What follows belongs to an exercise in optimizing a design on an open flow for small area, a short achievable clock period and few clock cycles; a production flow would make more cautious choices.
Function was checked by simulation only, so behaviour that the tests miss may differ from the original.

--- flow/config.mk ---
export PLATFORM = sky130hd
export DESIGN_NAME = tfx
export DESIGN_NICKNAME = tfx
export VERILOG_FILES = /design/flow/design.v
export SDC_FILE = /design/flow/constraint.sdc
export NUM_CORES = 4
export LEC_CHECK = 0
export CAP_MARGIN = 20
export CORE_MARGIN = 2
export CORE_UTILIZATION = 50
export PLACE_DENSITY = 0.6
export SETUP_SLACK_MARGIN = 5
export SLEW_MARGIN = 20
--- flow/constraint.sdc ---
create_clock -name core_clock -period 20.0 [get_ports {clk}]
set_input_delay 4.0000 -clock core_clock [delete_from_list [all_inputs] [get_ports {clk}]]
set_output_delay 4.0000 -clock core_clock [all_outputs]
set_load 0.01 [all_outputs]
--- flow/design.v ---
module tfx #(
  parameter PREMUL_ROUND = 0           
) (
  input  wire        clk,
  input  wire        rst,              
  input  wire        req,
  input  wire        we,
  input  wire [3:0]  addr,             
  input  wire [31:0] wdata,
  output wire        ready,
  output reg  [31:0] rdata
);
  localparam [31:0] ID_VALUE = 32'h31584654;
  localparam [3:0] A_ID = 4'h0, A_STATUS = 4'h1, A_CMD = 4'h2, A_ORDER = 4'h3,
                   A_NREQ = 4'h4, A_WIDTH = 4'h5, A_HEIGHT = 4'h6, A_DIST = 4'h7,
                   A_COORD = 4'h8, A_FLO = 4'h9, A_FHI = 4'hA, A_QBYTE = 4'hB,
                   A_ABYTE = 4'hC, A_NATIVE = 4'hD;
  localparam [7:0] OP_NOP = 8'h00, OP_CLEAR = 8'h01, OP_SETN = 8'h02, OP_SETDIM = 8'h03,
                   OP_D2XY = 8'h04, OP_XY2D = 8'h05, OP_BOUNDS = 8'h06,
                   OP_QH = 8'h10, OP_QC = 8'h11, OP_QL = 8'h12, OP_QA = 8'h13,
                   OP_DQH = 8'h18, OP_DQC = 8'h19, OP_DQL = 8'h1A,
                   OP_PREMUL = 8'h20, OP_UNPREMUL = 8'h21, OP_NALPHA = 8'h22;
  localparam [3:0] E_NONE = 4'd0, E_ILLEGAL = 4'd1, E_ORDER = 4'd2, E_DIMS = 4'd3,
                   E_DIST = 4'd4, E_COORD = 4'd5;
  localparam [2:0] M_DIV = 3'd0, M_QH = 3'd1, M_SET = 3'd2, M_MOD = 3'd3, M_ZT = 3'd4;
  localparam [1:0] S_QA = 2'd0, S_PM = 2'd1, S_QC = 2'd2, S_QH = 2'd3;
  reg [4:0]  olog;                     
  reg [31:0] nreq, width, height, dist_r, coord, native;
  reg [63:0] f;
  reg [7:0]  qbyte, abyte;
  reg [3:0]  err_last, err_first;
  reg        inb, nan_flag;
  reg        busy;
  reg [2:0]  mode;
  reg [6:0]  cnt;
  assign ready = ~busy;
  wire wr_acc = req & ~busy & we;
  function [4:0] lzc16(input [15:0] v);
    integer i;
    reg found;
    begin
      lzc16 = 5'd16;
      found = 1'b0;
      for (i = 15; i >= 0; i = i - 1)
        if (!found && v[i]) begin
          lzc16 = 5'(15 - i);
          found = 1'b1;
        end
    end
  endfunction
  function [3:0] msb16(input [15:0] v);
    integer i;
    begin
      msb16 = 4'd0;
      for (i = 0; i < 16; i = i + 1)
        if (v[i]) msb16 = i[3:0];
    end
  endfunction
  function [4:0] clog2_16(input [15:0] m);
    reg [15:0] t;
    begin
      if (m <= 16'd1) clog2_16 = 5'd0;
      else begin
        t = m - 16'd1;
        clog2_16 = {1'b0, msb16(t)} + 5'd1;
      end
    end
  endfunction
  function [18:0] ks19(input [18:0] a, input [18:0] b, input ci);
    reg [18:0] g, p, gg, pp, c;
    integer i, d;
    begin
      g = a & b;
      p = a ^ b;
      gg = g;
      pp = p;
      for (d = 1; d < 19; d = d * 2)
        for (i = 18; i >= d; i = i - 1) begin
          gg[i] = gg[i] | (pp[i] & gg[i-d]);
          pp[i] = pp[i] & pp[i-d];
        end
      c[0] = ci;
      for (i = 1; i < 19; i = i + 1)
        c[i] = gg[i-1] | (pp[i-1] & ci);
      ks19 = p ^ c;
    end
  endfunction
  function [25:0] ks26(input [25:0] a, input [25:0] b, input ci);
    reg [25:0] g, p, gg, pp, c;
    integer i, d;
    begin
      g = a & b;
      p = a ^ b;
      gg = g;
      pp = p;
      for (d = 1; d < 26; d = d * 2)
        for (i = 25; i >= d; i = i - 1) begin
          gg[i] = gg[i] | (pp[i] & gg[i-d]);
          pp[i] = pp[i] & pp[i-d];
        end
      c[0] = ci;
      for (i = 1; i < 26; i = i + 1)
        c[i] = gg[i-1] | (pp[i-1] & ci);
      ks26 = p ^ c;
    end
  endfunction
  function [49:0] inc50(input [49:0] v);
    reg [49:0] pp;
    integer i, d;
    begin
      pp = v;
      for (d = 1; d < 50; d = d * 2)
        for (i = 49; i >= d; i = i - 1)
          pp[i] = pp[i] & pp[i-d];
      inc50[0] = ~v[0];
      for (i = 1; i < 50; i = i + 1)
        inc50[i] = v[i] ^ pp[i-1];
    end
  endfunction
  wire [16:0] order = 17'd1 << olog;
  always @(*) begin
    case (addr)
      A_ID:     rdata = ID_VALUE;
      A_STATUS: rdata = {22'd0, nan_flag, inb, err_first, err_last};
      A_ORDER:  rdata = {15'd0, order};
      A_NREQ:   rdata = nreq;
      A_WIDTH:  rdata = width;
      A_HEIGHT: rdata = height;
      A_DIST:   rdata = dist_r;
      A_COORD:  rdata = coord;
      A_FLO:    rdata = f[31:0];
      A_FHI:    rdata = f[63:32];
      A_QBYTE:  rdata = {24'd0, qbyte};
      A_ABYTE:  rdata = {24'd0, abyte};
      A_NATIVE: rdata = native;
      default:  rdata = 32'd0;
    endcase
  end
  wire [7:0] c_op  = wdata[7:0];
  wire       c_rsv = (wdata[31:8] != 24'd0);
  wire [31:0] nreq_m1  = nreq - 32'd1;
  wire        setn_ok  = (nreq != 32'd0) && ((nreq & nreq_m1) == 32'd0) && (nreq[31:17] == 15'd0);
  reg  [4:0]  setn_log;
  integer si;
  always @(*) begin
    setn_log = 5'd0;
    for (si = 0; si < 17; si = si + 1)
      if (nreq[si]) setn_log = si[4:0];
  end
  wire        dim_bad  = (width[31:16] != 16'd0) || (height[31:16] != 16'd0);
  wire [4:0]  cl_w     = clog2_16(width[15:0]);
  wire [4:0]  cl_h     = clog2_16(height[15:0]);
  wire [4:0]  dim_log  = (cl_w > cl_h) ? cl_w : cl_h;
  wire        bounds_v = ((width[31:16] != 16'd0) || (coord[15:0] < width[15:0])) &&
                         ((height[31:16] != 16'd0) || (coord[31:16] < height[15:0]));
  wire [15:0] lvl_act;
  genvar gi;
  generate
    for (gi = 0; gi < 16; gi = gi + 1) begin : g_act
      assign lvl_act[gi] = (olog > gi);
    end
  endgenerate
  wire d2xy_bad = (olog < 5'd16) && ((dist_r >> {olog, 1'b0}) != 32'd0);
  reg [15:0] d_x, d_y;
  reg        d_sw, d_cm, d_rx, d_ry;
  integer di;
  always @(*) begin
    d_sw = 1'b0;
    d_cm = 1'b0;
    d_x  = 16'd0;
    d_y  = 16'd0;
    for (di = 15; di >= 0; di = di - 1) begin
      d_rx = dist_r[2*di+1];
      d_ry = dist_r[2*di] ^ d_rx;
      if (lvl_act[di]) begin
        d_x[di] = (d_sw ? d_ry : d_rx) ^ d_cm;
        d_y[di] = (d_sw ? d_rx : d_ry) ^ d_cm;
        d_sw = d_sw ^ ~d_ry;
        d_cm = d_cm ^ (~d_ry & d_rx);
      end
    end
  end
  wire xy2d_bad = (({1'b0, coord[15:0]} >> olog) != 17'd0) || (({1'b0, coord[31:16]} >> olog) != 17'd0);
  reg [31:0] x_d;
  reg        x_s, x_c, x_rx, x_ry;
  integer xi;
  always @(*) begin
    x_s = 1'b0;
    x_c = 1'b0;
    x_d = 32'd0;
    for (xi = 15; xi >= 0; xi = xi - 1) begin
      if (lvl_act[xi]) begin
        x_rx = (x_s ? coord[16+xi] : coord[xi]) ^ x_c;
        x_ry = (x_s ? coord[xi] : coord[16+xi]) ^ x_c;
        x_d[2*xi+1] = x_rx;
        x_d[2*xi]   = x_rx ^ x_ry;
        x_c = x_c ^ (~x_ry & x_rx);
        x_s = x_s ^ ~x_ry;
      end
    end
  end
  wire        f_sign = f[63];
  wire [10:0] f_bexp = f[62:52];
  wire [51:0] f_frac = f[51:0];
  wire        f_nan  = (f_bexp == 11'h7FF) && (f_frac != 52'd0);
  wire        f_inf  = (f_bexp == 11'h7FF) && (f_frac == 52'd0);
  wire        f_tiny = (f_bexp == 11'd0);
  wire signed [12:0] f_e = $signed({2'b00, f_bexp}) - 13'sd1023;
  wire        f_gt1  = (f_bexp > 11'd1023) || ((f_bexp == 11'd1023) && (f_frac != 52'd0));
  wire [15:0] n_na  = native[31:16];
  wire [15:0] n_nc  = native[15:0];
  wire [4:0]  na_lz = lzc16(n_na);
  wire [31:0] na_rr = {n_na, n_na} << na_lz[3:0];
  wire [15:0] na_r  = na_rr[31:16];                        
  wire [20:0] na_lo = {na_r, na_r[15:11]} + {20'd0, na_r[10]};
  wire [63:0] nalpha_f = (n_na == 16'd0)      ? 64'd0 :
                         (n_na == 16'hFFFF)   ? 64'h3FF0000000000000 :
                         {1'b0, 11'(11'd1022 - {6'd0, na_lz}), na_r[14:0], na_r, na_lo};
  localparam [255:0] dqc_f_0 = 256'h0000000000000000000000000000000000000000000000001818181838383838;
  localparam [255:0] dqc_f_1 = 256'h0ff00ff00ff00ff00000000000000000000000003c3c3c3c07f807f807f807f8;
  localparam [255:0] dqc_f_2 = 256'h0ffff0000ffff0000ff00ff00000000000003c3c03fc03fc0007fff80007fff8;
  localparam [255:0] dqc_f_3 = 256'h0ffffffff00000000ffff0000ff00000003c03fc0003fffc00000007fffffff8;
  localparam [255:0] dqc_f_4 = 256'h0fffffffffffffff0fffffff0fff0f000cfcfffcfffffffcfffffffffffffff8;
  localparam [255:0] dqc_f_5 = 256'h0ffffffffffffffff0000000f000f0f03303000300000003fffffffffffffff8;
  localparam [255:0] dqc_f_6 = 256'h5aaaaaaaaaaaaaaaffffffff0000000000000000ffffffff5555555555555552;
  localparam [255:0] dqc_f_7 = 256'h6cccccccccccccccaaaaaaaaffff00000000ffff555555553333333333333336;
  localparam [255:0] dqc_f_8 = 256'h70f0f0f0f0f0f0f0ccccccccaaaaff0000ff5555333333330f0f0f0f0f0f0f0e;
  localparam [255:0] dqc_f_9 = 256'h7f00ff00ff00ff00f0f0f0f0ccccaaf00f5533330f0f0f0f00ff00ff00ff00fe;
  localparam [255:0] dqc_f_10 = 256'h7fff0000ffff0000ff00ff00f0f0ccac35330f0f00ff00ff0000ffff0000fffe;
  localparam [255:0] dqc_f_11 = 256'h7fffffff00000000ffff0000ff00f0ca530f00ff0000ffff00000000fffffffe;
  localparam [255:0] dqc_f_12 = 256'h7ffffffffffffffffffffffffffffffffffffffffffffffffffffffffffffffe;
  localparam [255:0] dqc_f_13 = 256'h7fffffffffffffff00000000000000000000000000000000fffffffffffffffe;
  localparam [255:0] dqc_f_14 = 256'h2aaaaaaaaaaaaaaaffffffff0000000000000000ffffffff5555555555555554;
  localparam [255:0] dqc_f_15 = 256'h4cccccccccccccccaaaaaaaaffff00000000ffff555555553333333333333332;
  localparam [255:0] dqc_f_16 = 256'h70f0f0f0f0f0f0f0ccccccccaaaaff0000ff5555333333330f0f0f0f0f0f0f0e;
  localparam [255:0] dqc_f_17 = 256'h7f00ff00ff00ff00f0f0f0f0ccccaaf00f5533330f0f0f0f00ff00ff00ff00fe;
  localparam [255:0] dqc_f_18 = 256'h7fff0000ffff0000ff00ff00f0f0ccac35330f0f00ff00ff0000ffff0000fffe;
  localparam [255:0] dqc_f_19 = 256'h7fffffff00000000ffff0000ff00f0ca530f00ff0000ffff00000000fffffffe;
  localparam [255:0] dqc_f_20 = 256'h7ffffffffffffffffffffffffffffffffffffffffffffffffffffffffffffffe;
  localparam [255:0] dqc_f_21 = 256'h7fffffffffffffff00000000000000000000000000000000fffffffffffffffe;
  localparam [255:0] dqc_f_22 = 256'h2aaaaaaaaaaaaaaaffffffff0000000000000000ffffffff5555555555555554;
  localparam [255:0] dqc_f_23 = 256'h4cccccccccccccccaaaaaaaaffff00000000ffff555555553333333333333332;
  localparam [255:0] dqc_f_24 = 256'h70f0f0f0f0f0f0f0ccccccccaaaaff0000ff5555333333330f0f0f0f0f0f0f0e;
  localparam [255:0] dqc_f_25 = 256'h7f00ff00ff00ff00f0f0f0f0ccccaaf00f5533330f0f0f0f00ff00ff00ff00fe;
  localparam [255:0] dqc_f_26 = 256'h7fff0000ffff0000ff00ff00f0f0ccac35330f0f00ff00ff0000ffff0000fffe;
  localparam [255:0] dqc_f_27 = 256'h7fffffff00000000ffff0000ff00f0ca530f00ff0000ffff00000000fffffffe;
  localparam [255:0] dqc_f_28 = 256'h7ffffffffffffffffffffffffffffffffffffffffffffffffffffffffffffffe;
  localparam [255:0] dqc_f_29 = 256'h7fffffffffffffff00000000000000000000000000000000fffffffffffffffe;
  localparam [255:0] dqc_f_30 = 256'h2aaaaaaaaaaaaaaaffffffff0000000000000000ffffffff5555555555555554;
  localparam [255:0] dqc_f_31 = 256'h4cccccccccccccccaaaaaaaaffff00000000ffff555555553333333333333332;
  localparam [255:0] dqc_f_32 = 256'h70f0f0f0f0f0f0f0ccccccccaaaaff0000ff5555333333330f0f0f0f0f0f0f0e;
  localparam [255:0] dqc_f_33 = 256'h7f00ff00ff00ff00f0f0f0f0ccccaaf00f5533330f0f0f0f00ff00ff00ff00fe;
  localparam [255:0] dqc_f_34 = 256'h7fff0000ffff0000ff00ff00f0f0ccac35330f0f00ff00ff0000ffff0000fffe;
  localparam [255:0] dqc_f_35 = 256'h7fffffff00000000ffff0000ff00f0ca530f00ff0000ffff00000000fffffffe;
  localparam [255:0] dqc_f_36 = 256'h7ffffffffffffffffffffffffffffffffffffffffffffffffffffffffffffffe;
  localparam [255:0] dqc_f_37 = 256'h7fffffffffffffff00000000000000000000000000000000fffffffffffffffe;
  localparam [255:0] dqc_f_38 = 256'h2aaaaaaaaaaaaaaaffffffff0000000000000000ffffffff5555555555555554;
  localparam [255:0] dqc_f_39 = 256'h4cccccccccccccccaaaaaaaaffff00000000ffff555555553333333333333332;
  localparam [255:0] dqc_f_40 = 256'h70f0f0f0f0f0f0f0ccccccccaaaaff0000ff5555333333330f0f0f0f0f0f0f0e;
  localparam [255:0] dqc_f_41 = 256'h7f00ff00ff00ff00f0f0f0f0ccccaaf00f5533330f0f0f0f00ff00ff00ff00fe;
  localparam [255:0] dqc_f_42 = 256'h7fff0000ffff0000ff00ff00f0f0ccac35330f0f00ff00ff0000ffff0000fffe;
  localparam [255:0] dqc_f_43 = 256'h7fffffff00000000ffff0000ff00f0ca530f00ff0000ffff00000000fffffffe;
  localparam [255:0] dqc_f_44 = 256'h7ffffffffffffffffffffffffffffffffffffffffffffffffffffffffffffffe;
  localparam [255:0] dqc_f_45 = 256'h7fffffffffffffff00000000000000000000000000000000fffffffffffffffe;
  localparam [255:0] dqc_f_46 = 256'h2aaaaaaaaaaaaaaaffffffff0000000000000000ffffffff5555555555555554;
  localparam [255:0] dqc_f_47 = 256'h4cccccccccccccccaaaaaaaaffff00000000ffff555555553333333333333332;
  localparam [255:0] dqc_f_48 = 256'h70f0f0f0f0f0f0f0ccccccccaaaaff0000ff5555333333330f0f0f0f0f0f0f0e;
  localparam [255:0] dqc_f_49 = 256'h7f00ff00ff00ff00f0f0f0f0ccccaaf00f5533330f0f0f0f00ff00ff00ff00fe;
  localparam [255:0] dqc_f_50 = 256'h7fff0000ffff0000ff00ff00f0f0ccac35330f0f00ff00ff0000ffff0000fffe;
  localparam [255:0] dqc_f_51 = 256'h7fffffff00000000ffff0000ff00f0ca530f00ff0000ffff00000000fffffffe;
  localparam [255:0] dqc_f_52 = 256'h8000000000000000ffffffff0000ff0db0ff0000ffffffff0000000000000001;
  localparam [255:0] dqc_f_53 = 256'hffffffffffffffff000000000000fff18fff000000000000ffffffffffffffff;
  localparam [255:0] dqc_f_54 = 256'hffffffffffffffffffffffffffff00018000ffffffffffffffffffffffffffff;
  localparam [255:0] dqc_f_55 = 256'hfffffffffffffffffffffffffffffffe7fffffffffffffffffffffffffffffff;
  localparam [255:0] dqc_f_56 = 256'hffffffffffffffffffffffffffffffffffffffffffffffffffffffffffffffff;
  localparam [255:0] dqc_f_57 = 256'hffffffffffffffffffffffffffffffffffffffffffffffffffffffffffffffff;
  localparam [255:0] dqc_f_58 = 256'hffffffffffffffffffffffffffffffffffffffffffffffffffffffffffffffff;
  localparam [255:0] dqc_f_59 = 256'hffffffffffffffffffffffffffffffffffffffffffffffffffffffffffffffff;
  localparam [255:0] dqc_f_60 = 256'hffffffffffffffffffffffffffffffffffffffffffffffffffffffffffffffff;
  localparam [255:0] dqc_f_61 = 256'hffffffffffffffffffffffffffffffffffffffffffffffffffffffffffffffff;
  localparam [255:0] dqc_f_62 = 256'h0000000000000000000000000000000000000000000000000000000000000000;
  localparam [255:0] dqc_f_63 = 256'h00000000000000000000000000000000ffffffffffffffffffffffffffffffff;
  wire [63:0] dqc_f;
  assign dqc_f[0] = dqc_f_0[qbyte];
  assign dqc_f[1] = dqc_f_1[qbyte];
  assign dqc_f[2] = dqc_f_2[qbyte];
  assign dqc_f[3] = dqc_f_3[qbyte];
  assign dqc_f[4] = dqc_f_4[qbyte];
  assign dqc_f[5] = dqc_f_5[qbyte];
  assign dqc_f[6] = dqc_f_6[qbyte];
  assign dqc_f[7] = dqc_f_7[qbyte];
  assign dqc_f[8] = dqc_f_8[qbyte];
  assign dqc_f[9] = dqc_f_9[qbyte];
  assign dqc_f[10] = dqc_f_10[qbyte];
  assign dqc_f[11] = dqc_f_11[qbyte];
  assign dqc_f[12] = dqc_f_12[qbyte];
  assign dqc_f[13] = dqc_f_13[qbyte];
  assign dqc_f[14] = dqc_f_14[qbyte];
  assign dqc_f[15] = dqc_f_15[qbyte];
  assign dqc_f[16] = dqc_f_16[qbyte];
  assign dqc_f[17] = dqc_f_17[qbyte];
  assign dqc_f[18] = dqc_f_18[qbyte];
  assign dqc_f[19] = dqc_f_19[qbyte];
  assign dqc_f[20] = dqc_f_20[qbyte];
  assign dqc_f[21] = dqc_f_21[qbyte];
  assign dqc_f[22] = dqc_f_22[qbyte];
  assign dqc_f[23] = dqc_f_23[qbyte];
  assign dqc_f[24] = dqc_f_24[qbyte];
  assign dqc_f[25] = dqc_f_25[qbyte];
  assign dqc_f[26] = dqc_f_26[qbyte];
  assign dqc_f[27] = dqc_f_27[qbyte];
  assign dqc_f[28] = dqc_f_28[qbyte];
  assign dqc_f[29] = dqc_f_29[qbyte];
  assign dqc_f[30] = dqc_f_30[qbyte];
  assign dqc_f[31] = dqc_f_31[qbyte];
  assign dqc_f[32] = dqc_f_32[qbyte];
  assign dqc_f[33] = dqc_f_33[qbyte];
  assign dqc_f[34] = dqc_f_34[qbyte];
  assign dqc_f[35] = dqc_f_35[qbyte];
  assign dqc_f[36] = dqc_f_36[qbyte];
  assign dqc_f[37] = dqc_f_37[qbyte];
  assign dqc_f[38] = dqc_f_38[qbyte];
  assign dqc_f[39] = dqc_f_39[qbyte];
  assign dqc_f[40] = dqc_f_40[qbyte];
  assign dqc_f[41] = dqc_f_41[qbyte];
  assign dqc_f[42] = dqc_f_42[qbyte];
  assign dqc_f[43] = dqc_f_43[qbyte];
  assign dqc_f[44] = dqc_f_44[qbyte];
  assign dqc_f[45] = dqc_f_45[qbyte];
  assign dqc_f[46] = dqc_f_46[qbyte];
  assign dqc_f[47] = dqc_f_47[qbyte];
  assign dqc_f[48] = dqc_f_48[qbyte];
  assign dqc_f[49] = dqc_f_49[qbyte];
  assign dqc_f[50] = dqc_f_50[qbyte];
  assign dqc_f[51] = dqc_f_51[qbyte];
  assign dqc_f[52] = dqc_f_52[qbyte];
  assign dqc_f[53] = dqc_f_53[qbyte];
  assign dqc_f[54] = dqc_f_54[qbyte];
  assign dqc_f[55] = dqc_f_55[qbyte];
  assign dqc_f[56] = dqc_f_56[qbyte];
  assign dqc_f[57] = dqc_f_57[qbyte];
  assign dqc_f[58] = dqc_f_58[qbyte];
  assign dqc_f[59] = dqc_f_59[qbyte];
  assign dqc_f[60] = dqc_f_60[qbyte];
  assign dqc_f[61] = dqc_f_61[qbyte];
  assign dqc_f[62] = dqc_f_62[qbyte];
  assign dqc_f[63] = dqc_f_63[qbyte];
  localparam [255:0] dqh_dl_0 = 256'h500a002005500a0020380f701c00380fc0003c00043c60438060268908210116;
  localparam [255:0] dqh_dl_1 = 256'h000a000005000a0000080f000c00080f00003000003020030040040108210116;
  wire [1:0] dqh_dl;
  assign dqh_dl[0] = dqh_dl_0[qbyte];
  assign dqh_dl[1] = dqh_dl_1[qbyte];
  wire [14:0] dh_p   = {qbyte, 6'd0} + {1'b0, qbyte, 5'd0} + {3'd0, qbyte, 3'd0};   
  wire [8:0]  dh_s   = {2'b00, dh_p[14:8]} + {1'b0, dh_p[7:0]};
  wire        dh_w   = (dh_s >= 9'd255);
  wire [7:0]  dh_m   = dh_w ? 8'(dh_s - 9'd255) : dh_s[7:0];
  wire [8:0]  dh_i   = {1'b0, qbyte} + {2'b00, dh_p[14:8]} + {8'd0, dh_w};
  reg  [3:0]  dh_n;
  integer hi;
  always @(*) begin
    dh_n = 4'd0;
    for (hi = 0; hi < 9; hi = hi + 1)
      if (dh_i[hi]) dh_n = hi[3:0];
  end
  wire [3:0]  dh_sh  = 4'd8 - dh_n;
  wire [16:0] dh_top = {dh_i, dh_m} << dh_sh;
  wire [15:0] dh_mm  = {dh_m, dh_m} << dh_sh[2:0];
  wire [7:0]  dh_blk = dh_mm[15:8];                         
  wire [1:0]  dh_dl  = dqh_dl;
  wire [11:0] dh_lo  = {dh_blk, dh_blk[7:4]} + {{10{dh_dl[1]}}, dh_dl} + {11'd0, dh_blk[3]};
  wire [63:0] dqh_f  = (qbyte == 8'd0)   ? 64'd0 :
                       (qbyte == 8'hFF)  ? 64'h4076700000000000 :
                       {1'b0, 11'(11'd1023 + {7'd0, dh_n}), dh_top[15:8],
                        dh_blk, dh_blk, dh_blk, dh_blk, dh_lo};
  reg  [17:0] dv_r;                    
  reg  [15:0] dv_d;                    
  reg  signed [5:0] dv_e;              
  wire [31:0] nat_nx = (wr_acc && addr == A_NATIVE) ? wdata : native;
  wire [4:0]  px_la  = lzc16(nat_nx[31:16]);
  wire [4:0]  px_lc  = lzc16(nat_nx[15:0]);
  wire [15:0] px_d   = nat_nx[31:16] << px_la[3:0];
  wire [15:0] px_x   = nat_nx[15:0] << px_lc[3:0];
  wire        px_lt  = (px_x < px_d);
  function [17:0] dv_step(input [17:0] r, input [15:0] d);
    reg [18:0] t;
    begin
      t = ks19({r, 1'b0}, r[17] ? {2'b00, d, 1'b0} : ~{2'b00, d, 1'b0}, ~r[17]);
      dv_step = t[17:0];
    end
  endfunction
  wire [17:0] dv_r1 = dv_step(dv_r,  dv_d);
  wire [17:0] dv_r2 = dv_step(dv_r1, dv_d);
  wire [17:0] dv_r3 = dv_step(dv_r2, dv_d);
  wire [17:0] dv_r4 = dv_step(dv_r3, dv_d);
  wire [17:0] dv_r5 = dv_step(dv_r4, dv_d);
  wire [4:0]  dv_q5 = {~dv_r1[17], ~dv_r2[17], ~dv_r3[17], ~dv_r4[17], ~dv_r5[17]};
  wire [17:0] dv_n2d = 18'd0 - {1'b0, dv_d, 1'b0};
  wire        pk_rz  = dv_r[17] ? (dv_r != dv_n2d) : (dv_r != 18'd0);
  wire        pk_rnd = f[1] & (f[0] | pk_rz | f[2]);
  wire [49:0] pk_hi  = (pk_rnd && f[4:2] == 3'b111) ? inc50(f[54:5]) : f[54:5];
  wire [2:0]  pk_lo  = f[4:2] + {2'd0, pk_rnd};
  wire [10:0] pk_ex  = 11'(11'sd1023 + {{5{dv_e[5]}}, dv_e});
  wire [63:0] pk_f   = {1'b0, pk_ex, pk_hi[48:0], pk_lo};
  wire [17:0] m18    = {1'b1, f_frac[51:35]};
  wire        qh_cyc = busy && (mode == M_QH);
  wire [7:0]  mul_c  = qh_cyc ? 8'd17 : abyte;
  reg  [25:0] mul_s, mul_cy;
  reg  [25:0] pp0, pp1, pp2, pp3, pp4, pp5, pp6, pp7;
  reg  [25:0] s1a, c1a, s1b, c1b, s2a, c2a, s2b, c2b, s3, c3;
  always @(*) begin
    pp0 = mul_c[0] ? {8'd0, m18}       : 26'd0;
    pp1 = mul_c[1] ? {7'd0, m18, 1'b0} : 26'd0;
    pp2 = mul_c[2] ? {6'd0, m18, 2'd0} : 26'd0;
    pp3 = mul_c[3] ? {5'd0, m18, 3'd0} : 26'd0;
    pp4 = mul_c[4] ? {4'd0, m18, 4'd0} : 26'd0;
    pp5 = mul_c[5] ? {3'd0, m18, 5'd0} : 26'd0;
    pp6 = mul_c[6] ? {2'd0, m18, 6'd0} : 26'd0;
    pp7 = mul_c[7] ? {1'd0, m18, 7'd0} : 26'd0;
    s1a = pp0 ^ pp1 ^ pp2;  c1a = ((pp0 & pp1) | (pp0 & pp2) | (pp1 & pp2)) << 1;
    s1b = pp3 ^ pp4 ^ pp5;  c1b = ((pp3 & pp4) | (pp3 & pp5) | (pp4 & pp5)) << 1;
    s2a = s1a ^ c1a ^ s1b;  c2a = ((s1a & c1a) | (s1a & s1b) | (c1a & s1b)) << 1;
    s2b = c1b ^ pp6 ^ pp7;  c2b = ((c1b & pp6) | (c1b & pp7) | (pp6 & pp7)) << 1;
    s3  = s2a ^ c2a ^ s2b;  c3  = ((s2a & c2a) | (s2a & s2b) | (c2a & s2b)) << 1;
    mul_s  = s3 ^ c3 ^ c2b;
    mul_cy = ((s3 & c3) | (s3 & c2b) | (c3 & c2b)) << 1;
  end
  wire [25:0] mul_p  = ks26(mul_s, mul_cy, 1'b0);
  wire [12:0] sh_r13 = 13'(13'sd8 - f_e);
  wire [4:0]  sh_r   = (sh_r13 > 13'd18) ? 5'd18 : sh_r13[4:0];
  wire [33:0] sh_q34 = {mul_p, 8'd0} >> sh_r;
  wire [30:0] sh_q   = sh_q34[30:0];
  wire        sh_ovf = (sh_q34[33:31] != 3'd0);
  wire [12:0] fx_r13 = 13'd0 - f_e;
  wire [3:0]  fx_r   = (fx_r13 > 13'd10) ? 4'd10 : fx_r13[3:0];
  wire [17:0] fx     = m18 >> fx_r;
  wire [25:0] q255   = ks26({fx, 8'd0}, ~{8'd0, fx}, 1'b1);
  wire        pm_sat  = sh_ovf || (sh_q[30:25] != 6'd0) || (sh_q[24:17] == 8'hFF) ||
                        (sh_q[24:17] == 8'hFE && sh_q[16]);
  wire [7:0]  pm_b    = pm_sat ? 8'hFF : (sh_q[24:17] + {7'd0, sh_q[16]});
  wire        pm_amb  = !pm_sat && !sh_q[16] && (sh_q[15:9] == 7'h7F);
  wire        qa_sat  = (q255[25] != 1'b0) || (q255[24:17] == 8'hFF) ||
                        (q255[24:17] == 8'hFE && q255[16]);
  wire [7:0]  qa_b    = qa_sat ? 8'hFF : (q255[24:17] + {7'd0, q255[16]});
  wire        qa_amb  = !qa_sat && !q255[16] && (q255[15:10] == 6'h3F);
  wire [24:0] qc_w    = f_sign ? {1'b0, ~q255[24:1]} : {1'b1, q255[24:1]};
  wire [7:0]  qc_b0   = qc_w[24:17];
  wire        qc_top  = (qc_w[16:9] == 8'hFF) && (qc_b0 != 8'hFF);
  wire        qc_bot  = (qc_w[16:9] == 8'h00) && (qc_b0 != 8'h00);
  wire [7:0]  qc_k    = qc_bot ? (qc_b0 - 8'd1) : qc_b0;
  wire [11:0] qh_yh   = sh_q[30:19] + 12'd3;
  wire [27:0] qh_y    = {qh_yh, sh_q[18:3]};
  wire [10:0] qh_i    = qh_y[27:17];
  wire        qh_big  = sh_ovf || (qh_i >= 11'd768);
  wire [9:0]  qh_i10  = qh_i[9:0];
  wire [7:0]  qh_q3   = 8'(qh_i10 / 10'd3);
  wire [1:0]  qh_r3   = 2'(qh_i10 % 10'd3);
  wire        qh_top  = !qh_big && (qh_r3 == 2'd2) && (qh_y[16:10] == 7'h7F) && (qh_q3 != 8'd255);
  wire        qh_bot  = !qh_big && (qh_r3 == 2'd0) && (qh_y[16:10] == 7'h00) && (qh_q3 != 8'd0);
  wire [7:0]  qh_b    = qh_big ? 8'hFF : qh_bot ? (qh_q3 - 8'd1) : qh_q3;
  reg [1:0]  sop;
  reg [6:0]  sl_p1, sl_p2, sl_ep;
  reg [2:0]  sl_off, sl_g;
  reg signed [13:0] zacc;
  reg        sc_car, sc_g, sc_st, sq, rbq, sl_sig;
  wire [6:0]  st_t    = cnt - {4'd0, sl_off};
  wire        st_pre  = (cnt < {4'd0, sl_off});
  wire        st_rot  = !st_pre && (st_t < 7'd64);
  wire        st_m    = st_pre ? 1'b0 : (st_t < 7'd52) ? f[0] : (st_t == 7'd52);
  wire [7:0]  st_c    = (sop == S_PM) ? abyte : (sop == S_QH) ? 8'd17 : 8'd255;
  wire [8:0]  st_k2p1 = {qbyte, 1'b1};
  wire signed [13:0] st_k1 = (sop == S_QH) ? -$signed({3'b000, st_k2p1, 1'b0} + {4'b0000, st_k2p1})
                                           : -$signed({5'b00000, st_k2p1});
  wire signed [13:0] st_k2 = (sop == S_QH) ? 14'sd3 : 14'sd1;
  wire        sc_mm   = sl_sig ? ~st_m : st_m;
  wire        sc_ep   = (cnt == sl_ep);
  wire        sc_bit  = sc_mm ^ sc_ep ^ sc_car;
  wire        sc_carn = (sc_mm & sc_ep) | (sc_mm & sc_car) | (sc_ep & sc_car);
  wire [1:0]  st_b    = (sop == S_QC) ? ({1'b0, sq} + {1'b0, rbq}) : {1'b0, st_m};
  wire signed [13:0] st_s1 = (st_b == 2'd0) ? 14'sd0 :
                             (st_b == 2'd1) ? $signed({6'd0, st_c}) : $signed({5'd0, st_c, 1'b0});
  wire signed [13:0] st_s2 = (cnt == sl_p1) ? st_k1 : (cnt == sl_p2) ? st_k2 : 14'sd0;
  wire signed [13:0] st_sum = zacc + st_s1 + st_s2;
  wire signed [13:0] st_nx  = st_sum >>> 1;
  wire [5:0]  a45     = zacc[5:0];
  wire [5:0]  pw45    = zacc[11:6];
  wire        m45_m   = (cnt < 7'd52) ? f[0] : (cnt == 7'd52);
  wire [6:0]  m45_s   = {1'b0, a45} + (m45_m ? {1'b0, pw45} : 7'd0);
  wire [5:0]  m45_a   = (m45_s >= 7'd45) ? 6'(m45_s - 7'd45) : m45_s[5:0];
  wire [6:0]  m45_p2  = {pw45, 1'b0};
  wire [5:0]  m45_p   = (m45_p2 >= 7'd45) ? 6'(m45_p2 - 7'd45) : m45_p2[5:0];
  wire signed [6:0] m45_rr = (m45_a >= 6'd23) ? ($signed({1'b0, m45_a}) - 7'sd45) : $signed({1'b0, m45_a});
  wire signed [13:0] m45_k0 = -($signed({{7{m45_rr[6]}}, m45_rr}) * 14'sd17);
  reg [6:0] st_j;
  integer ji;
  always @(*) begin
    st_j = 7'h7E;
    for (ji = 0; ji < 8; ji = ji + 1)
      if (qbyte[ji]) st_j = ji[6:0];
  end
  wire [6:0]  e7      = f_e[6:0];
  wire        qh_s5   = (f_frac[51:44] >= 8'h68);         
  wire [6:0]  qh_s    = qh_s5 ? 7'd5 : 7'd6;
  task automatic fail(input [3:0] e);
    begin
      err_last <= e;
      if (err_first == E_NONE) err_first <= e;
    end
  endtask
  task automatic slow_start(input [1:0] so, input [7:0] k);
    begin
      sop   <= so;
      qbyte <= k;
      busy  <= 1'b1;
      mode  <= M_SET;
    end
  endtask
  always @(posedge clk) begin
    if (rst) begin
      olog      <= 5'd0;
      nreq      <= 32'd1;
      width     <= 32'd0;
      height    <= 32'd0;
      dist_r    <= 32'd0;
      coord     <= 32'd0;
      f         <= 64'd0;
      qbyte     <= 8'd0;
      abyte     <= 8'd0;
      native    <= 32'd0;
      err_last  <= 4'd0;
      err_first <= 4'd0;
      inb       <= 1'b0;
      nan_flag  <= 1'b0;
      busy      <= 1'b0;
      mode      <= M_DIV;
      cnt       <= 7'd0;
    end else if (!busy) begin
      dv_r <= {1'b0, px_lt ? {px_x, 1'b0} : {1'b0, px_x}};
      dv_d <= px_d;
      dv_e <= $signed({1'b0, px_la}) - $signed({1'b0, px_lc}) - (px_lt ? 6'sd1 : 6'sd0);
      mode <= M_DIV;
      if (wr_acc) begin
        case (addr)
          A_NREQ:   nreq   <= wdata;
          A_WIDTH:  width  <= wdata;
          A_HEIGHT: height <= wdata;
          A_DIST:   dist_r <= wdata;
          A_COORD:  coord  <= wdata;
          A_FLO:    f[31:0]  <= wdata;
          A_FHI:    f[63:32] <= wdata;
          A_QBYTE:  qbyte  <= wdata[7:0];
          A_ABYTE:  abyte  <= wdata[7:0];
          A_NATIVE: native <= wdata;
          A_CMD: begin
            if (c_rsv) begin
              fail(E_ILLEGAL);
            end else begin
              err_last <= E_NONE;
              case (c_op)
                OP_NOP: ;
                OP_CLEAR: begin
                  err_first <= E_NONE;
                  nan_flag  <= 1'b0;
                end
                OP_SETN:
                  if (setn_ok) olog <= setn_log;
                  else         fail(E_ORDER);
                OP_SETDIM:
                  if (dim_bad) fail(E_DIMS);
                  else         olog <= dim_log;
                OP_BOUNDS: inb <= bounds_v;
                OP_D2XY:
                  if (d2xy_bad) fail(E_DIST);
                  else          coord <= {d_y, d_x};
                OP_XY2D:
                  if (xy2d_bad) fail(E_COORD);
                  else          dist_r <= x_d;
                OP_NALPHA: f <= nalpha_f;
                OP_DQH:    f <= dqh_f;
                OP_DQC, OP_DQL: f <= dqc_f;
                OP_UNPREMUL:
                  if (n_na == 16'd0 || n_nc == 16'd0) f <= 64'd0;
                  else if (n_nc >= n_na)             f <= 64'h3FF0000000000000;
                  else begin
                    dv_r  <= dv_r5;
                    f     <= {f[58:0], dv_q5};
                    busy  <= 1'b1;
                    cnt   <= 7'd0;
                  end
                OP_QA:
                  if (f_nan) begin qbyte <= 8'd0; nan_flag <= 1'b1; end
                  else if (f_sign || f_tiny) qbyte <= 8'd0;
                  else if (f_inf || f_e > 13'sd0) qbyte <= 8'hFF;
                  else if (f_e < -13'sd10) qbyte <= 8'd0;
                  else if (qa_amb) slow_start(S_QA, qa_b);
                  else qbyte <= qa_b;
                OP_PREMUL:
                  if (f_nan || (f_inf && abyte == 8'd0)) begin qbyte <= 8'd0; nan_flag <= 1'b1; end
                  else if (f_sign || f_tiny || abyte == 8'd0) qbyte <= 8'd0;
                  else if (f_inf || f_e > 13'sd7) qbyte <= 8'hFF;
                  else if (f_e < -13'sd10) qbyte <= 8'd0;
                  else if (pm_amb) slow_start(S_PM, pm_b);
                  else qbyte <= pm_b;
                OP_QC, OP_QL:
                  if (f_nan) begin qbyte <= 8'd0; nan_flag <= 1'b1; end
                  else if (f_gt1 || f_bexp == 11'd1023) qbyte <= f_sign ? 8'd0 : 8'hFF;
                  else if (f_tiny) qbyte <= 8'd128;
                  else if (f_e < -13'sd7)
                    qbyte <= (!f_sign || f_e < -13'sd54 || (f_e == -13'sd54 && f_frac == 52'd0)) ? 8'd128 : 8'd127;
                  else if (qc_top || qc_bot) slow_start(S_QC, qc_k);
                  else qbyte <= qc_b0;
                OP_QH:
                  if (f_nan) begin qbyte <= 8'd0; nan_flag <= 1'b1; end
                  else if (f_sign || f_tiny) qbyte <= 8'd0;
                  else if (f_inf || f_e > 13'sd8) qbyte <= 8'hFF;
                  else if (f_e < -13'sd1) qbyte <= 8'd0;
                  else begin
                    busy <= 1'b1;
                    mode <= M_QH;
                  end
                default: fail(E_ILLEGAL);
              endcase
            end
          end
          default: ;
        endcase
      end
    end else begin
      case (mode)
        M_DIV: begin
          dv_r <= dv_r5;
          cnt  <= cnt + 7'd1;
          if (cnt == 7'd10) begin
            f    <= pk_f;
            busy <= 1'b0;
          end else begin
            f <= {f[58:0], dv_q5};
          end
        end
        M_QH: begin
          if (qh_top || qh_bot) slow_start(S_QH, qh_b);
          else begin
            qbyte <= qh_b;
            busy  <= 1'b0;
          end
        end
        M_SET: begin
          cnt    <= 7'd0;
          zacc   <= 14'sd0;
          sc_car <= f_sign;
          sl_sig <= f_sign;
          sc_g   <= 1'b0;
          sc_st  <= 1'b0;
          sq     <= 1'b0;
          rbq    <= 1'b0;
          sl_ep  <= 7'(7'd52 - e7);
          case (sop)
            S_QH: begin
              mode   <= M_MOD;
              zacc   <= {2'b00, qh_s5 ? 6'd32 : 6'd19, 6'd0};
              sl_off <= qh_s[2:0];
              sl_p1  <= 7'(7'd54 + qh_s - e7);
              sl_p2  <= 7'(st_j + 7'd2 + qh_s - e7);
            end
            S_QC: begin
              mode   <= M_ZT;
              sl_off <= 3'd0;
              sl_p1  <= 7'(7'd53 - e7);
              sl_p2  <= 7'(st_j + 7'd1 - e7);
            end
            default: begin
              mode   <= M_ZT;
              sl_off <= 3'd2;
              sl_p1  <= 7'(7'd53 - e7);
              sl_p2  <= 7'(st_j + 7'd1 - e7);
            end
          endcase
          if (!f_sign)              sl_g <= 3'(7'd0 - e7);
          else if (f_e == -13'sd1)  sl_g <= 3'd0;
          else                      sl_g <= 3'(7'h7F - e7);
        end
        M_MOD: begin
          f    <= {f[0], f[63:1]};
          zacc <= {2'b00, m45_p, m45_a};
          cnt  <= cnt + 7'd1;
          if (cnt == 7'd63) begin
            zacc <= m45_k0;
            cnt  <= 7'd0;
            mode <= M_ZT;
          end
        end
        default: begin    
          if (st_rot) f <= {f[0], f[63:1]};
          zacc   <= st_nx;
          sc_car <= sc_carn;
          sq     <= (cnt >= {4'd0, sl_g}) ? sc_bit : 1'b0;
          rbq    <= (cnt == {4'd0, sl_g}) ? (sc_g & (sc_st | sc_bit)) : 1'b0;
          if (cnt + 7'd1 == {4'd0, sl_g}) sc_g <= sc_bit;
          if (cnt + 7'd1 <  {4'd0, sl_g}) sc_st <= sc_st | sc_bit;
          cnt <= cnt + 7'd1;
          if (cnt == 7'd71) begin
            if (!st_nx[13]) qbyte <= qbyte + 8'd1;
            busy <= 1'b0;
          end
        end
      endcase
    end
  end
endmodule
--- flow/run.sh ---
#!/bin/bash
# synth_recipe.tcl (not shown) runs the flow's synth.tcl, then flattens the netlist and writes it again
# the make line also repeats each setting of config.mk as NAME=value (left out here)
make -C /OpenROAD-flow-scripts/flow DESIGN_CONFIG=/design/flow/config.mk WORK_HOME=/design/flow/orfs CLKGATE_MAP_FILE= SYNTH_SCRIPT=/design/flow/synth_recipe.tcl finish
==> impl_metrics.tcl, run 1 <==
set metrics [dict create \
    track_usage 0.412 \
    required_ps 20360 \
    die_width_microns 337 \
    endpoint_kind "register" \
    cts_sinks 386 \
    synth_area_leaders "dfxtp_1 11%, ha_1 9.4%, a21oi_1 6.5%" \
    numCtsBuffers 50 \
    fin_skew_ps 79.4 \
    yosys_warnings 1 \
    slew_headroom 0.184 \
    setup.worst_path.start "mode[2]$_SDFFE_PP0P_" \
    htreeDepth 2 \
    cap_violations 0 \
    rrSetupSlack_ps 5910 \
    min_period_ps 14090 \
    grt_pass1_vias 55137 \
    core_sq_um 111000 \
    worst_slack_ps 5910 \
    r2r_start "mode[2]$_SDFFE_PP0P_" \
    first_pass_iters 7 \
    hp-class "register to register" \
    setup_viol 0 \
    wl_per_cell_microns 26.8 \
    port_buffers 72 \
    tightest_slew_ps 1220 \
    final_cell_mix "861 x nand2_1, 763 x nor2_1, 714 x a21oi_1" \
    place_hpwl_mm 182 \
    pre_cts_slack_ps 4780 \
    area_delta_synth_final_pct 6.98 \
    grt_pass1_wl_mm 358 \
    slew_violations 0 \
    syn_area_sq_um 55600 \
    synth-seq-cells 386 \
    grt.overflow.total 0 \
    timing.rr.end "sop[0]$_SDFFCE_PP1P_" \
    antenna_found_initial 7 \
    gp_congestion 1.07 \
    drt-total-wl_mm 243 \
    seq_area_frac_synth 0.155 \
    crit_type "register to register" \
    cp-endpoint "sop[0]$_SDFFCE_PP1P_" \
    netlist_instances 7757 \
    dr_total_vias 60286 \
    status "complete, no violations" \
    drcViolationCount 0 \
    synth_edf_count 89 \
    die_y_microns 337 \
    cts_tree "done" \
    synth_ff_type "dfxtp_1" \
    grt_max_degree 84 \
    clk-insertion-delay-late_ps 690 \
    final_common_cell "nand2_1" \
    rsz0062_at_grt "no" \
    crit_arrival_ps 14440 \
    async_flop_share 0 \
    synth_top_cell_by_area "dfxtp_1" \
    yosysUniqueCellTypes 127 \
    drt_iter0_markers 8285 \
    hold_viol_final 0 \
    critPathLaunchType "register" \
    synth_nets 8347 \
    crit_top_cell "ha_1" \
    viasPerCell 6.66 \
    netlist.area_leader.share 0.107 \
    fp-row-count 122 \
    worstRegToRegCells 52 \
    clk_pin_slew_ps 60 \
    finalNetCount 8111 \
    post_dp_cell_area_sq_um 57700 \
    initial_core_util 0.503 \
    hold_buffers 0 \
    cp_slowest_stage_delay_ps 640 \
    fin_area_sq_um 59500 \
    ios 73 \
    critical_path.max_fanout 18 \
    drive_gt1_frac 0.0614 \
    syn_area_per_cell_sq_um 7.17 \
    cts_root_buf "clkbuf_16" \
    fin_crit_sh 0.704 \
    max_freq_mhz 71.0 \
    cts_buffer_depth 3 \
    setup_tns_ps 0 \
    die_area_sq_um 114000 \
    drtAntennaViolNets 0 \
    cp_slowest_cell "a2111o_2" \
]
worst min path at each step:
stage / slack [ps] / endpoint / depth (start not counted) / from
finish: 480 / height[23]$_SDFFE_PP0P_ / 2 / height[23]$_SDFFE_PP0P_
global route: 490 / err_last[0]$_SDFFE_PP0P_ / 2 / err_last[0]$_SDFFE_PP0P_
CTS: 470 / err_last[1]$_SDFFE_PP0P_ / 2 / err_last[1]$_SDFFE_PP0P_
detailed placement: 470 / height[18]$_SDFFE_PP0P_ / 2 / height[18]$_SDFFE_PP0P_
global placement: 460 / nreq[21]$_SDFFE_PP0P_ / 2 / nreq[21]$_SDFFE_PP0P_
floorplan: 430 / err_last[1]$_SDFFE_PP0P_ / 2 / err_last[1]$_SDFFE_PP0P_
what timing repair did:
item                                    in CTS  in global routing
buffers inserted                             0                  3
pin swaps                                    0                  1
endpoints found under the setup margin       5                 13
gates resized for setup                      2                 19
synth_stat cells, types with 89 or more instances:
cell type	count
nor3_1	201
nand2b_1	95
nor2_1	777
clkbuf_1	472
dfxtp_1	297
nor4_1	89
fa_1	132
inv_1	391
nand3_1	221
edfxtp_1	89
a21oi_1	717
and2_1	137
a211oi_1	100
o21ai_0	404
xor2_1	194
o211ai_1	96
mux2i_1	218
xnor2_1	369
ha_1	418
nand2_1	863
metal layers:
layer | track usage | wire (microns)
met1 | 0.553 | 99600
met2 | 0.606 | 100000
met3 | 0.0953 | 26800
met4 | 0.233 | 16200
met5 | 0 | 52
worst max-delay path: cells and delay by family, from the launching register on:
kind | cells | cell delay (ps)
AOI/OAI and AO/OA | 22 | 5600
and+or+nand+nor | 13 | 3260
adders and majority gates | 9 | 3070
xor gates and xnor gates | 4 | 1070
DFF | 1 | 480
buffers and inverters | 4 | 290
cells by family after synthesis:
family / count (synthesis) / share of synthesized area
xor gates and xnor gates: 567 / 0.0902
DFF: 386 / 0.155
muxes: 243 / 0.0448
adders and majority gates: 554 / 0.142
and+or+nand+nor: 2792 / 0.235
buffers and inverters: 954 / 0.0657
AOI/OAI and AO/OA: 2261 / 0.266
flip-flops by register name, summed over array words and instances (netlist names), 2 cells and up:
| register | cells |
|---|---|
| qbyte | 8 |
| nreq | 32 |
| sl_p1 | 7 |
| dv_r | 18 |
| zacc | 14 |
| height | 32 |
| dv_e | 6 |
| dist_r | 32 |
| err_first | 4 |
| width | 32 |
| dv_d | 16 |
| err_last | 3 |
| coord | 32 |
| sop | 2 |
| olog | 5 |
| sl_p2 | 7 |
| f | 64 |
| native | 32 |
| sl_ep | 7 |
| sl_g | 3 |
| mode | 3 |
| sl_off | 3 |
| abyte | 8 |
| cnt | 7 |
through the flow:
step                      utilization  cells  hold slack, ps
after global placement          0.522   8954             458
after detailed placement        0.522   8954             466
after floorplan                     -   7757             431
final                           0.538   9052             479
after CTS                       0.537   9045             473
after global routing            0.538   9048             492
cell type report:
class	instances	area (sq um)
Clock inverter	23	255
Tap cell	1488	1860
Inverter	403	1510
Clock buffer	68	1400
Fill cell	11145	51100
Antenna cell	4	10.0
Sequential cell	386	8630
Multi-Input combinational cell	6417	43600
Timing Repair Buffer	263	2160
Testbench counts, summed over its fixed seeds: cycles 25,447.
==> run 2: changes to the inputs <==
--- a/flow/design.v
+++ b/flow/design.v
@@ -22,7 +22,7 @@
                    OP_PREMUL = 8'h20, OP_UNPREMUL = 8'h21, OP_NALPHA = 8'h22;
   localparam [3:0] E_NONE = 4'd0, E_ILLEGAL = 4'd1, E_ORDER = 4'd2, E_DIMS = 4'd3,
                    E_DIST = 4'd4, E_COORD = 4'd5;
-  localparam [2:0] M_DIV = 3'd0, M_QH = 3'd1, M_SET = 3'd2, M_MOD = 3'd3, M_ZT = 3'd4;
+  localparam [2:0] M_DIV = 3'd0, M_QH = 3'd1, M_SET = 3'd2, M_MOD = 3'd3, M_ZT = 3'd4, M_QH2 = 3'd5;
   localparam [1:0] S_QA = 2'd0, S_PM = 2'd1, S_QC = 2'd2, S_QH = 2'd3;
   reg [4:0]  olog;                     
   reg [31:0] nreq, width, height, dist_r, coord, native;
@@ -381,6 +381,8 @@
   wire [15:0] px_d   = nat_nx[31:16] << px_la[3:0];
   wire [15:0] px_x   = nat_nx[15:0] << px_lc[3:0];
   wire        px_lt  = (px_x < px_d);
+  wire [17:0] dv_pr  = {1'b0, px_lt ? {px_x, 1'b0} : {1'b0, px_x}};
+  wire signed [5:0] dv_pe = $signed({1'b0, px_la}) - $signed({1'b0, px_lc}) - (px_lt ? 6'sd1 : 6'sd0);
   function [17:0] dv_step(input [17:0] r, input [15:0] d);
     reg [18:0] t;
     begin
@@ -449,19 +451,23 @@
   wire [7:0]  qc_k    = qc_bot ? (qc_b0 - 8'd1) : qc_b0;
   wire [11:0] qh_yh   = sh_q[30:19] + 12'd3;
   wire [27:0] qh_y    = {qh_yh, sh_q[18:3]};
-  wire [10:0] qh_i    = qh_y[27:17];
-  wire        qh_big  = sh_ovf || (qh_i >= 11'd768);
+  wire [10:0] qh_i1   = sh_ovf ? 11'h7FF : qh_y[27:17];
+  wire [10:0] qh_i    = dv_r[17:7];
+  wire [6:0]  qh_fr   = dv_r[6:0];
+  wire        qh_big  = (qh_i >= 11'd768);
   wire [9:0]  qh_i10  = qh_i[9:0];
   wire [7:0]  qh_q3   = 8'(qh_i10 / 10'd3);
   wire [1:0]  qh_r3   = 2'(qh_i10 % 10'd3);
-  wire        qh_top  = !qh_big && (qh_r3 == 2'd2) && (qh_y[16:10] == 7'h7F) && (qh_q3 != 8'd255);
-  wire        qh_bot  = !qh_big && (qh_r3 == 2'd0) && (qh_y[16:10] == 7'h00) && (qh_q3 != 8'd0);
+  wire        qh_top  = !qh_big && (qh_r3 == 2'd2) && (qh_fr == 7'h7F) && (qh_q3 != 8'd255);
+  wire        qh_bot  = !qh_big && (qh_r3 == 2'd0) && (qh_fr == 7'h00) && (qh_q3 != 8'd0);
   wire [7:0]  qh_b    = qh_big ? 8'hFF : qh_bot ? (qh_q3 - 8'd1) : qh_q3;
   reg [1:0]  sop;
-  reg [6:0]  sl_p1, sl_p2, sl_ep;
-  reg [2:0]  sl_off, sl_g;
+  reg [4:0]  sl_e;                     
+  reg        sl_s6;                    
   reg signed [13:0] zacc;
   reg        sc_car, sc_g, sc_st, sq, rbq, sl_sig;
+  wire [2:0]  sl_off  = (sop == S_QH) ? (sl_s6 ? 3'd6 : 3'd5) : (sop == S_QC) ? 3'd0 : 3'd2;
+  wire [7:0]  st_u    = {1'b0, cnt} + {{3{sl_e[4]}}, sl_e};
   wire [6:0]  st_t    = cnt - {4'd0, sl_off};
   wire        st_pre  = (cnt < {4'd0, sl_off});
   wire        st_rot  = !st_pre && (st_t < 7'd64);
@@ -472,13 +478,17 @@
                                            : -$signed({5'b00000, st_k2p1});
   wire signed [13:0] st_k2 = (sop == S_QH) ? 14'sd3 : 14'sd1;
   wire        sc_mm   = sl_sig ? ~st_m : st_m;
-  wire        sc_ep   = (cnt == sl_ep);
+  wire        sc_ep   = (st_u == 8'd52);
   wire        sc_bit  = sc_mm ^ sc_ep ^ sc_car;
   wire        sc_carn = (sc_mm & sc_ep) | (sc_mm & sc_car) | (sc_ep & sc_car);
   wire [1:0]  st_b    = (sop == S_QC) ? ({1'b0, sq} + {1'b0, rbq}) : {1'b0, st_m};
   wire signed [13:0] st_s1 = (st_b == 2'd0) ? 14'sd0 :
                              (st_b == 2'd1) ? $signed({6'd0, st_c}) : $signed({5'd0, st_c, 1'b0});
-  wire signed [13:0] st_s2 = (cnt == sl_p1) ? st_k1 : (cnt == sl_p2) ? st_k2 : 14'sd0;
+  wire [7:0]  st_p1   = (sop == S_QH) ? (sl_s6 ? 8'd60 : 8'd59) : 8'd53;
+  wire [7:0]  st_p2   = (sop == S_QH) ? 8'({st_j[6], st_j} + (sl_s6 ? 8'd8 : 8'd7)) : 8'({st_j[6], st_j} + 8'd1);
+  wire signed [13:0] st_s2 = (st_u == st_p1) ? st_k1 : (st_u == st_p2) ? st_k2 : 14'sd0;
+  wire [7:0]  st_ug   = sl_sig ? 8'hFF : 8'h00;
+  wire signed [7:0] st_ud = $signed(st_u) - $signed(st_ug);      
   wire signed [13:0] st_sum = zacc + st_s1 + st_s2;
   wire signed [13:0] st_nx  = st_sum >>> 1;
   wire [5:0]  a45     = zacc[5:0];
@@ -499,7 +509,6 @@
   end
   wire [6:0]  e7      = f_e[6:0];
   wire        qh_s5   = (f_frac[51:44] >= 8'h68);         
-  wire [6:0]  qh_s    = qh_s5 ? 7'd5 : 7'd6;
   task automatic fail(input [3:0] e);
     begin
       err_last <= e;
@@ -534,9 +543,9 @@
       mode      <= M_DIV;
       cnt       <= 7'd0;
     end else if (!busy) begin
-      dv_r <= {1'b0, px_lt ? {px_x, 1'b0} : {1'b0, px_x}};
+      dv_r <= dv_pr;
       dv_d <= px_d;
-      dv_e <= $signed({1'b0, px_la}) - $signed({1'b0, px_lc}) - (px_lt ? 6'sd1 : 6'sd0);
+      dv_e <= dv_pe;
       mode <= M_DIV;
       if (wr_acc) begin
         case (addr)
@@ -625,18 +634,27 @@
         endcase
       end
     end else begin
+      if (mode != M_DIV || cnt == 7'd10) begin
+        dv_r <= dv_pr;
+        dv_d <= px_d;
+        dv_e <= dv_pe;
+      end
       case (mode)
         M_DIV: begin
-          dv_r <= dv_r5;
           cnt  <= cnt + 7'd1;
           if (cnt == 7'd10) begin
             f    <= pk_f;
             busy <= 1'b0;
           end else begin
-            f <= {f[58:0], dv_q5};
+            dv_r <= dv_r5;
+            f    <= {f[58:0], dv_q5};
           end
         end
         M_QH: begin
+          dv_r <= {qh_i1, qh_y[16:10]};
+          mode <= M_QH2;
+        end
+        M_QH2: begin
           if (qh_top || qh_bot) slow_start(S_QH, qh_b);
           else begin
             qbyte <= qh_b;
@@ -652,31 +670,14 @@
           sc_st  <= 1'b0;
           sq     <= 1'b0;
           rbq    <= 1'b0;
-          sl_ep  <= 7'(7'd52 - e7);
-          case (sop)
-            S_QH: begin
-              mode   <= M_MOD;
-              zacc   <= {2'b00, qh_s5 ? 6'd32 : 6'd19, 6'd0};
-              sl_off <= qh_s[2:0];
-              sl_p1  <= 7'(7'd54 + qh_s - e7);
-              sl_p2  <= 7'(st_j + 7'd2 + qh_s - e7);
-            end
-            S_QC: begin
-              mode   <= M_ZT;
-              sl_off <= 3'd0;
-              sl_p1  <= 7'(7'd53 - e7);
-              sl_p2  <= 7'(st_j + 7'd1 - e7);
-            end
-            default: begin
-              mode   <= M_ZT;
-              sl_off <= 3'd2;
-              sl_p1  <= 7'(7'd53 - e7);
-              sl_p2  <= 7'(st_j + 7'd1 - e7);
-            end
-          endcase
-          if (!f_sign)              sl_g <= 3'(7'd0 - e7);
-          else if (f_e == -13'sd1)  sl_g <= 3'd0;
-          else                      sl_g <= 3'(7'h7F - e7);
+          sl_e   <= e7[4:0];
+          sl_s6  <= !qh_s5;
+          if (sop == S_QH) begin
+            mode <= M_MOD;
+            zacc <= {2'b00, qh_s5 ? 6'd32 : 6'd19, 6'd0};
+          end else begin
+            mode <= M_ZT;
+          end
         end
         M_MOD: begin
           f    <= {f[0], f[63:1]};
@@ -692,10 +693,10 @@
           if (st_rot) f <= {f[0], f[63:1]};
           zacc   <= st_nx;
           sc_car <= sc_carn;
-          sq     <= (cnt >= {4'd0, sl_g}) ? sc_bit : 1'b0;
-          rbq    <= (cnt == {4'd0, sl_g}) ? (sc_g & (sc_st | sc_bit)) : 1'b0;
-          if (cnt + 7'd1 == {4'd0, sl_g}) sc_g <= sc_bit;
-          if (cnt + 7'd1 <  {4'd0, sl_g}) sc_st <= sc_st | sc_bit;
+          sq     <= (st_ud >= 8'sd0) ? sc_bit : 1'b0;
+          rbq    <= (st_ud == 8'sd0) ? (sc_g & (sc_st | sc_bit)) : 1'b0;
+          if (st_ud == -8'sd1) sc_g <= sc_bit;
+          if (st_ud <  -8'sd1) sc_st <= sc_st | sc_bit;
           cnt <= cnt + 7'd1;
           if (cnt == 7'd71) begin
             if (!st_nx[13]) qbyte <= qbyte + 8'd1;
==> flow/flow/run.sh (new file) <==
#!/bin/bash
set -euo pipefail
bash standard.sh SETUP_SLACK_MARGIN=10 TNS_END_PERCENT=100 finish > orfs_make.log 2>&1
==> flow/standard.sh (new file) <==
#!/bin/bash
# synth_recipe.tcl (not shown) runs the flow's synth.tcl, then flattens the netlist and writes it again
# the make line also repeats each setting of config.mk as NAME=value (left out here)
make -C /OpenROAD-flow-scripts/flow DESIGN_CONFIG=/design/flow/config.mk WORK_HOME=/design/flow/orfs CLKGATE_MAP_FILE= SYNTH_SCRIPT=/design/flow/synth_recipe.tcl "${@:-finish}"
removed: flow/run.sh
==> run 2 against run 1 <==
Still clean. Setup slack gained 3200 ps. Register-to-register slack improved by 3200 ps. Cell count is essentially flat.
==> impl_metrics.tcl, run 2 <==
set metrics [dict create \
    status "complete, no violations" \
    drtAntennaViolNets 0 \
    fp-row-count 120 \
    crit_type "register to register" \
    dr_total_vias 61728 \
    min_delay_path_depth 2 \
    ios 73 \
    max_freq_mhz 91.7 \
    first_pass_iters 10 \
    grt_max_degree 75 \
    clk_pin_slew_ps 60 \
    antenna_found_initial 14 \
    core_sq_um 107000 \
    cp_slowest_cell "or3b_4" \
    area_delta_synth_final_pct 15.2 \
    worstRegToRegCells 63 \
    cap_violations 0 \
    viasPerCell 6.81 \
    grt_pass1_wl_mm 371 \
    fin_skew_ps 26.1 \
    yosys_warnings 1 \
    seq_area_frac_synth 0.149 \
    die_width_microns 332 \
    slew_violations 0 \
    track_usage 0.441 \
    netlist.area_leader.share 0.111 \
    initial_core_util 0.503 \
    synth-seq-cells 365 \
    rsz0062_at_grt "yes" \
    setup_tns_ps 0 \
    place_hpwl_mm 188 \
    synth_nets 8154 \
    die_y_microns 332 \
    synth_most_common_cell "nand2_1" \
    setup_viol 0 \
    hold_viol_final 0 \
    cts_tree "done" \
    hp-class "register to register" \
    htreeDepth 2 \
    drt-total-wl_mm 257 \
    worst_slack_ps 9100 \
    cp_slowest_stage_delay_ps 460 \
    largest_reg_flops 64 \
    die_area_sq_um 110000 \
    synth_edf_count 68 \
    largest-register "f" \
    synth_ff_type "dfxtp_1" \
    critical_path.max_fanout 5 \
    synth_top_cell_by_area "dfxtp_1" \
    endpoint_kind "register" \
    cts_root_buf "clkbuf_16" \
    final_cell_mix "891 x nand2_1, 723 x nor2_1, 668 x a21oi_1" \
    drcViolationCount 0 \
    grt.overflow.total 0 \
    critPathLaunchType "register" \
    pre_cts_slack_ps 7310 \
    slew_headroom 0.118 \
    synthTopCellsByCount "910 x nand2_1, 746 x nor2_1, 722 x a21oi_1, 450 x clkbuf_1, 422 x inv_1" \
    netlist_instances 7589 \
    syn_area_sq_um 53700 \
    cts_sinks 365 \
    required_ps 20370 \
    cts_buffer_depth 3 \
    grt_pass1_vias 55881 \
    synth_area_leaders "dfxtp_1 11%, ha_1 9.2%, a21oi_1 6.7%" \
    finalNetCount 8166 \
    drive_gt1_frac 0.126 \
    crit_arrival_ps 11270 \
    tightest_slew_ps 1310 \
    clk-insertion-delay-late_ps 660 \
    port_buffers 72 \
    async_flop_share 0 \
    min_period_ps 10900 \
    yosysUniqueCellTypes 115 \
    hold_buffers 0 \
    crit_top_cell "a21o_1" \
    wl_per_cell_microns 28.4 \
    gp_congestion 1.07 \
    numCtsBuffers 48 \
    drt_iter0_markers 8633 \
    final_common_cell "nand2_1" \
    fin_crit_sh 0.545 \
    syn_area_per_cell_sq_um 7.08 \
]
## run 2: changes by cell type after synthesis, moves of 21 or more
cell      before  now
nor2_1       777  746
inv_1        391  422
a21o_1        87  121
nand2_1      863  910
mux2i_1      218  197
and3_1        57  105
and2_1       137   47
clkbuf_1     472  450
ha_1         418  395
edfxtp_1      89   68
xnor2_1      369  343
## run 2: kinds of logic (layout without fill, tap and decap cells)
family,Yosys count,after routing,synth area share
buffers and inverters,965,1010,0.0682
adders and majority gates,526,526,0.141
and+or+nand+nor,2695,2696,0.232
AOI/OAI and AO/OA,2277,2280,0.277
muxes,234,234,0.0472
DFF,365,365,0.149
other,0,17,0
xor gates and xnor gates,527,528,0.0862
## run 2: what timing repair did
action | CTS | global route
buffers inserted | 103 | 116
resized for setup | 301 | 219
cloned | 10 | 11
hold endpoints to repair | 0 | 0
pin swaps | 81 | 104
endpoints found under the setup margin | 92 | 58
## run 2: critical path: cells and delay by family (launching register included)
family	cells	cell delay, ps
adders and majority gates	5	1530
and+or+nand+nor	11	1430
AOI/OAI and AO/OA	28	4790
buffers and inverters	11	1350
xor gates and xnor gates	8	1080
DFF	1	430
## run 2: path summary, 6_finish.rpt
check                                             end  slack, ps                  start
worst min register to register  nreq[27]$_SDFFE_PP0P_        480  nreq[27]$_SDFFE_PP0P_
worst min-delay path            nreq[27]$_SDFFE_PP0P_        480  nreq[27]$_SDFFE_PP0P_
worst max register to register     dv_r[17]$_DFFE_PN_       9100     dv_r[17]$_DFFE_PN_
worst max-delay path               dv_r[17]$_DFFE_PN_       9100     dv_r[17]$_DFFE_PN_
## run 2: area by class of cell
| cell class | instances | area (sq um) |
|---|---|---|
| diodes | 17 | 42.5 |
| well taps | 1403 | 1760 |
| fillers | 10248 | 45000 |
| repair buffers | 489 | 4580 |
| inverters | 432 | 1650 |
| flip-flops and latches | 365 | 8020 |
| multi-input cells | 6264 | 44200 |
| repair inverters | 1 | 5.00 |
| clock buffers | 61 | 1290 |
| clock inverters | 27 | 295 |
## run 2: stage by stage
step | instance area (sq um) | instances | util | hold WS, ps
finish | 61900 | 9059 | 0.579 | 476
global route | 61800 | 9045 | 0.579 | 499
CTS | 59700 | 8915 | 0.559 | 477
detailed placement | 55900 | 8714 | 0.523 | 468
global placement | 55900 | 8712 | 0.523 | 463
floorplan | 54000 | 7589 | - | 435
## run 2: per-layer routing
metal	track usage	up-vias	routed length (microns)
met5	0	-	183
met2	0.635	3974	103000
met3	0.137	1019	32900
met4	0.285	10	20600
met1	0.568	29287	101000
li1	-	27438	-
Testbench counts of run 2, summed over its fixed seeds: cycles 25,622.

[separate check: timing with driven ports]
Ports are ideal in the flow. The routed layouts listed here were re-timed in OpenROAD. Step 1, drivers: a clkbuf_16 drives clk and a buf_2 each remaining input, both assumed. Step 2 times the ports against the registers' clock, not the clock port: input delays grow and output delays shrink by t, the midpoint of the rising clock arrivals with the driver on. Three values: no drivers, after step 1, after step 2; two values: the first two.
| run | t, ns | setup WS [ns] | hold WS [ns] | latest minus earliest clock arrival (ns) |
|---|---|---|---|---|
| run 1 | 0.723 | 5.912 / 5.912 / 5.912 | 0.479 / 0.479 / 0.479 | 0.082 / 0.082 |
| run 2 | 0.731 | 9.098 / 9.098 / 9.098 | 0.476 / 0.476 / 0.476 | 0.026 / 0.026 |
After both steps setup and hold are still met in every run listed.
